What follows belongs to an exercise in optimizing a design on an open flow for small area, a short achievable clock period and few clock cycles per item; a production flow would make more cautious choices.
The RTL was checked by simulation tests, not by an equivalence proof against the original design.
Power figures rest on the tool's default switching activity, not on a simulated workload.

==> inputs of run a <==
## cffu_chk
module cffu_chk (
    input  wire        clk,
    input  wire        rst,           
    input  wire        cmd_valid,
    output wire        cmd_ready,
    input  wire        cmd_crc32,     
    input  wire [19:0] cmd_len,       
    input  wire [31:0] cmd_expect,    
    input  wire        in_valid,
    output wire        in_ready,
    input  wire [31:0] in_data,
    output reg         done,
    output wire [31:0] result,
    output reg         match
);
export LEC_CHECK = 0
export CAP_MARGIN = 20
export CORE_MARGIN = 2
export CORE_UTILIZATION = 52
export SETUP_SLACK_MARGIN = 5
export SLEW_MARGIN = 20
create_clock -name core_clock -period 8.0 [get_ports {clk}]
standard.sh (not shown) runs the stock make flow with config.mk's settings and CLKGATE_MAP_FILE= SYNTH_SCRIPT=/design/flow/synth_recipe.tcl, a recipe that flattens the netlist after the stock synthesis.
==> flow/flow/run.sh <==
#!/bin/bash
# Standard synthesis, then the combinational logic between the standard
# synthesis's registers is re-mapped by ABC for delay (registers, their names
# and cell types are kept as they are), then the standard layout with
# port buffers of our choosing.
set -euo pipefail
W=$(pwd)
R=$W/orfs/results/$FLOW_PLATFORM/cffu_chk/base
LIB=$FLOW_HOME/platforms/$FLOW_PLATFORM/lib/sky130_fd_sc_hd__tt_025C_1v80.lib

bash standard.sh synth > $W/flow_synth.log 2>&1

cp $R/1_2_yosys.v $W/standard_synth.v
DUARGS=""
for c in $(cat $W/flow/dontuse.txt); do DUARGS="$DUARGS -dont_use $c"; done
sed -e "s#@LIB@#$LIB#g" -e "s#@IN@#$W/standard_synth.v#" -e "s#@OUT@#$W/remapped.v#" \
    -e "s#@SCRIPT@#$W/flow/remap.abc#" -e "s#@DU@#$DUARGS#" $W/flow/remap.ys > $W/remap_run.ys
yosys -l $W/flow_remap.log -q $W/remap_run.ys > /dev/null 2>&1
cp $W/remapped.v $R/1_2_yosys.v
rm -f $R/1_synth.odb $R/1_synth.sdc

# repair settings, if any
if [[ -f $W/flow/env.sh ]]; then source $W/flow/env.sh; fi
# port buffers: see flow/ports.tcl
export DONT_BUFFER_PORTS=1
export PRE_GLOBAL_PLACE_TCL=$W/flow/ports.tcl
bash standard.sh > $W/flow_layout.log 2>&1
Other scripts of this flow, unchanged in this note and not shown: flow/flow/dontuse.txt, flow/flow/env.sh, flow/flow/ports.tcl, flow/flow/remap.abc, flow/flow/remap.ys
==> run b (differences from run a) <==
--- a/flow/design.v
+++ b/flow/design.v
@@ -24,30 +24,31 @@
     reg  [3:0]  kcnt;
     reg         qstep, a_ex, b_ex;
     reg  [4:0]  icnt;
     reg         empty;        
     reg         alg_crc;
     reg  [1:0]  zpad;         
     reg  [31:0] expect_q;
     reg  [17:0] wcnt;         
-    reg         in_v;         
-    reg         last1;        
+    reg  [31:0] in_q;
+    reg         in_v, in_l;
     reg  [9:0]  sw_s;
     reg  [11:0] sw_w;
     reg         sw_v, sw_l;
     reg  [16:0] xq;           
     reg         ga_q, gb_q;   
     reg  [15:0] lo, hi;       
     reg         a16;          
     reg  [1:0]  bh;           
     assign cmd_ready = cr_q;
     assign in_ready  = rdy_q;
     assign result    = {hi, lo};
     wire accept = cmd_valid & cr_q;
+    wire crc_last = st_run & alg_crc & in_v & in_l;
     wire adl_last = st_run & !alg_crc & sw_v & sw_l;
     wire take   = in_valid & rdy_q;
     function [17:0] ks_add(input [17:0] a, input [17:0] b);
         integer i, d;
         reg [17:0] g, p, gg, pp;
         begin
             p  = a ^ b;
             g  = a & b;
@@ -81,19 +82,17 @@
             3'd6: mul15 = 7'd90;
             default: mul15 = 7'd105;
         endcase
     endfunction
     wire [17:0] len_w  = cmd_len[19:2];
     wire        len_p  = |cmd_len[1:0];
     wire        wc1    = (wcnt == 18'd1);
     wire        wc2    = (wcnt == 18'd2);
-    wire        wc3    = (wcnt == 18'd3);
-    wire        last1_n = take ? (in_v ? wc3 : wc2) : (in_v ? wc2 : wc1);
-    wire        crc_last = st_run & alg_crc & take & last1;
+    wire        last1  = in_v ? wc2 : wc1;
     reg  [17:0] nwords, wdec;
     integer     k;
     always @(*) begin
         for (k = 0; k < 18; k = k + 1) begin
             nwords[k] = len_w[k] ^ (len_p & (&(len_w | ~((18'd1 << k) - 18'd1))));
             wdec[k]   = wcnt[k] ^ ~(|(wcnt & ((18'd1 << k) - 18'd1)));
         end
     end
@@ -102,17 +101,17 @@
         case (zpad)
             2'd1:    tmask = 32'h00FFFFFF;
             2'd2:    tmask = 32'h0000FFFF;
             2'd3:    tmask = 32'h000000FF;
             default: tmask = 32'hFFFFFFFF;
         endcase
     end
     wire [31:0] in_m = in_data & (last1 ? tmask : 32'hFFFFFFFF);
-    wire [7:0]  d0 = in_m[7:0], d1 = in_m[15:8], d2 = in_m[23:16], d3 = in_m[31:24];
+    wire [7:0]  d0 = in_q[7:0], d1 = in_q[15:8], d2 = in_q[23:16], d3 = in_q[31:24];
     wire [17:0] e0 = {10'd0, d0}, e1 = {10'd0, d1}, e2 = {10'd0, d2}, e3 = {10'd0, d3};
     wire [17:0] s_a = csa_s(e0, e1, e2), s_b = csa_c(e0, e1, e2);
     wire [17:0] s_sum18 = add3(s_a, s_b, e3);
     wire [9:0]  s_sum = s_sum18[9:0];
     wire [17:0] w_a = csa_s(e0 << 2, e1 << 1, e1), w_b = csa_c(e0 << 2, e1 << 1, e1);
     wire [17:0] w_c = csa_s(w_a, w_b, e2 << 1), w_d = csa_c(w_a, w_b, e2 << 1);
     wire [17:0] w_sum18 = add3(w_c, w_d, e3);
     wire [11:0] w_sum = w_sum18[11:0];
@@ -140,17 +139,17 @@
     function [31:0] crc32_unbit(input [31:0] r);
         reg [31:0] t;
         begin
             t = r[31] ? (r ^ CRC_POLY) : r;
             crc32_unbit = {t[30:0], r[31]};
         end
     endfunction
     wire [31:0] crc_c  = {hi, lo};
-    wire [31:0] crc_x  = ~crc_c ^ in_m;
+    wire [31:0] crc_x  = ~crc_c ^ in_q;
     wire [31:0] crc_t;
     wire crc_s32 = crc_x[0] ^ crc_x[22];
     wire crc_s33 = crc_x[2] ^ crc_x[7];
     wire crc_s34 = crc_x[1] ^ crc_x[23];
     wire crc_s35 = crc_x[3] ^ crc_x[6];
     wire crc_s36 = crc_x[4] ^ crc_s32;
     wire crc_s37 = crc_x[5] ^ crc_x[8];
     wire crc_s38 = crc_x[17] ^ crc_x[24];
@@ -258,32 +257,29 @@
             zpad     <= -cmd_len[1:0];
             expect_q <= cmd_expect;
             empty    <= (cmd_len == 20'd0);
         end
         if (cr_q)
             wcnt <= nwords;
         else if (in_v)
             wcnt <= wdec;
-        if (cr_q)
-            last1 <= (len_w == 18'd1 && !len_p) || (len_w == 18'd0 && len_p);
-        else
-            last1 <= last1_n;
-        sw_s <= take ? s_sum : 10'd0;
-        sw_w <= take ? w_sum : 12'd0;
+        in_q <= in_m;
+        sw_s <= in_v ? s_sum : 10'd0;
+        sw_w <= in_v ? w_sum : 12'd0;
         xq   <= x_nx;
         ga_q <= ga_set & ge_a & !a16;
         gb_q <= gb_set & ge_b & !bh[0];
         if (st_ini) begin
             lo  <= alg_crc ? 16'd0 : 16'd1;
             hi  <= 16'd0;
             a16 <= 1'b0;
             bh  <= 2'd0;
         end else if (alg_crc) begin
-            if (st_run & take)
+            if (st_run & in_v)
                 {hi, lo} <= crc_nx;
             else if (st_inv)
                 {hi, lo} <= crc_iv;
         end else if (st_run | st_afin) begin
             {a16, lo} <= a_nx;
             {bh, hi}  <= b_nx;
             if (a_ex) a16 <= 1'b0;
             if (b_ex) bh  <= 2'd0;
@@ -302,32 +298,34 @@
             qstep   <= 1'b0;
             a_ex    <= 1'b0;
             b_ex    <= 1'b0;
             st_inv  <= 1'b0;
             st_fin  <= 1'b0;
             done    <= 1'b0;
             match   <= 1'b0;
             in_v    <= 1'b0;
+            in_l    <= 1'b0;
             sw_v    <= 1'b0;
             sw_l    <= 1'b0;
         end else begin
             in_v <= take;
-            sw_v <= take;
-            sw_l <= take & last1;
+            in_l <= take & last1;
+            sw_v <= in_v;
+            sw_l <= in_l;
             done  <= st_fin;
             match <= ({hi, lo} == expect_q);
             st_ini  <= accept;
             st_run  <= (st_ini & !empty) | (st_run & !crc_last & !adl_last);
             st_afin <= afin_n;
             qstep   <= qstep_n;
             a_ex    <= a_ex_n;
             b_ex    <= b_ex_n;
             st_inv  <= (crc_last & (zpad != 2'd0)) | (st_inv & !inv_last);
             st_fin  <= to_fin;
             cr_q    <= to_fin | (cr_q & !accept);
-            if (st_ini)
-                rdy_q <= !empty;
+            if (accept)
+                rdy_q <= (cmd_len != 20'd0);
             else if (take & last1)
                 rdy_q <= 1'b0;
         end
     end
 endmodule
--- a/flow/config.mk
+++ b/flow/config.mk
@@ -5,8 +5,9 @@
 export SDC_FILE = /design/flow/constraint.sdc
 export NUM_CORES = 4
 export LEC_CHECK = 0
 export CAP_MARGIN = 20
 export CORE_MARGIN = 2
 export CORE_UTILIZATION = 52
 export SETUP_SLACK_MARGIN = 5
 export SLEW_MARGIN = 20
+export TNS_END_PERCENT = 10
==> comparison table <==
metric	run a	run b
Filler cell count	2,066	2,580
Register cell area after layout	3870 µm²	4540 µm²
Clock tree skew after final layout	12.4 ps	20.0 ps
Fraction of power spent switching nets	48.4%	49.1%
Number of flip-flops and latches	154	187
Met1 routing resource usage after global routing	50.9%	48.5%
Internal power	2310 µW	2330 µW
Post-detailed-route wirelength per cell	23.0 µm	21.1 µm
Antenna Cells	2	0
Sequential fraction of total cell area	20.9%	28.7%
Net count reported at finish	2,185	2,202
Routed metal-1 wirelength	21,700 µm	21,700 µm
Sum of net half-perimeters after detailed placement	42,000 µm	41,000 µm
Power per cell area	242 nW/µm²	290 nW/µm²
Total routing usage reported by global routing	39.4%	36.5%
Sum of met3 wire segment lengths after detailed routing	6160 µm	5320 µm
Routed wl met2	25,000 µm	22,400 µm
# clock sinks	154	187
Result of the run	complete, no violations	complete, no violations
Setup WS post-layout	4350 ps	4500 ps
Testbench counts of run a, summed over its fixed seeds: cycles 47,128, bytes 184,073.
Testbench counts of run b, summed over its fixed seeds: cycles 47,128, bytes 184,073.

-- afterwards: timing with drivers on the ports --
No port has a modelled driver above. Below, the same layouts with a new extraction and two added sets of constraints.
Step 1 (the two cells are an assumption about what drives the block):
set clk [get_ports {clk}]
set_driving_cell -lib_cell sky130_fd_sc_hd__clkbuf_16 $clk
set_driving_cell -lib_cell sky130_fd_sc_hd__buf_2 [delete_from_list [all_inputs] $clk]
Step 2 adds t to the input delays and takes it off the output delays; t is the mean of the earliest and latest rising clock arrival at the registers after step 1. Input paths then give back, and output paths get back, about the clock's delay inside the block.
a / b / c = no drivers / after step 1 / after step 2; a / b = the first two.
run	shift t [ns]	setup slack, ns	worst hold slack (ns)	worst setup path after step 2	pins driven straight from the clock port
run a	0.485	4.349 / 4.255 / 3.770	0.410 / 0.410 / 0.410	input to register	1
run b	0.506	4.502 / 4.502 / 4.091	0.406 / 0.406 / 0.406	input to register	1
After both steps every run listed still meets setup and hold. The setup slack of run a, which loses most, moves by -0.094 ns with the drivers and by -0.579 ns with both steps.
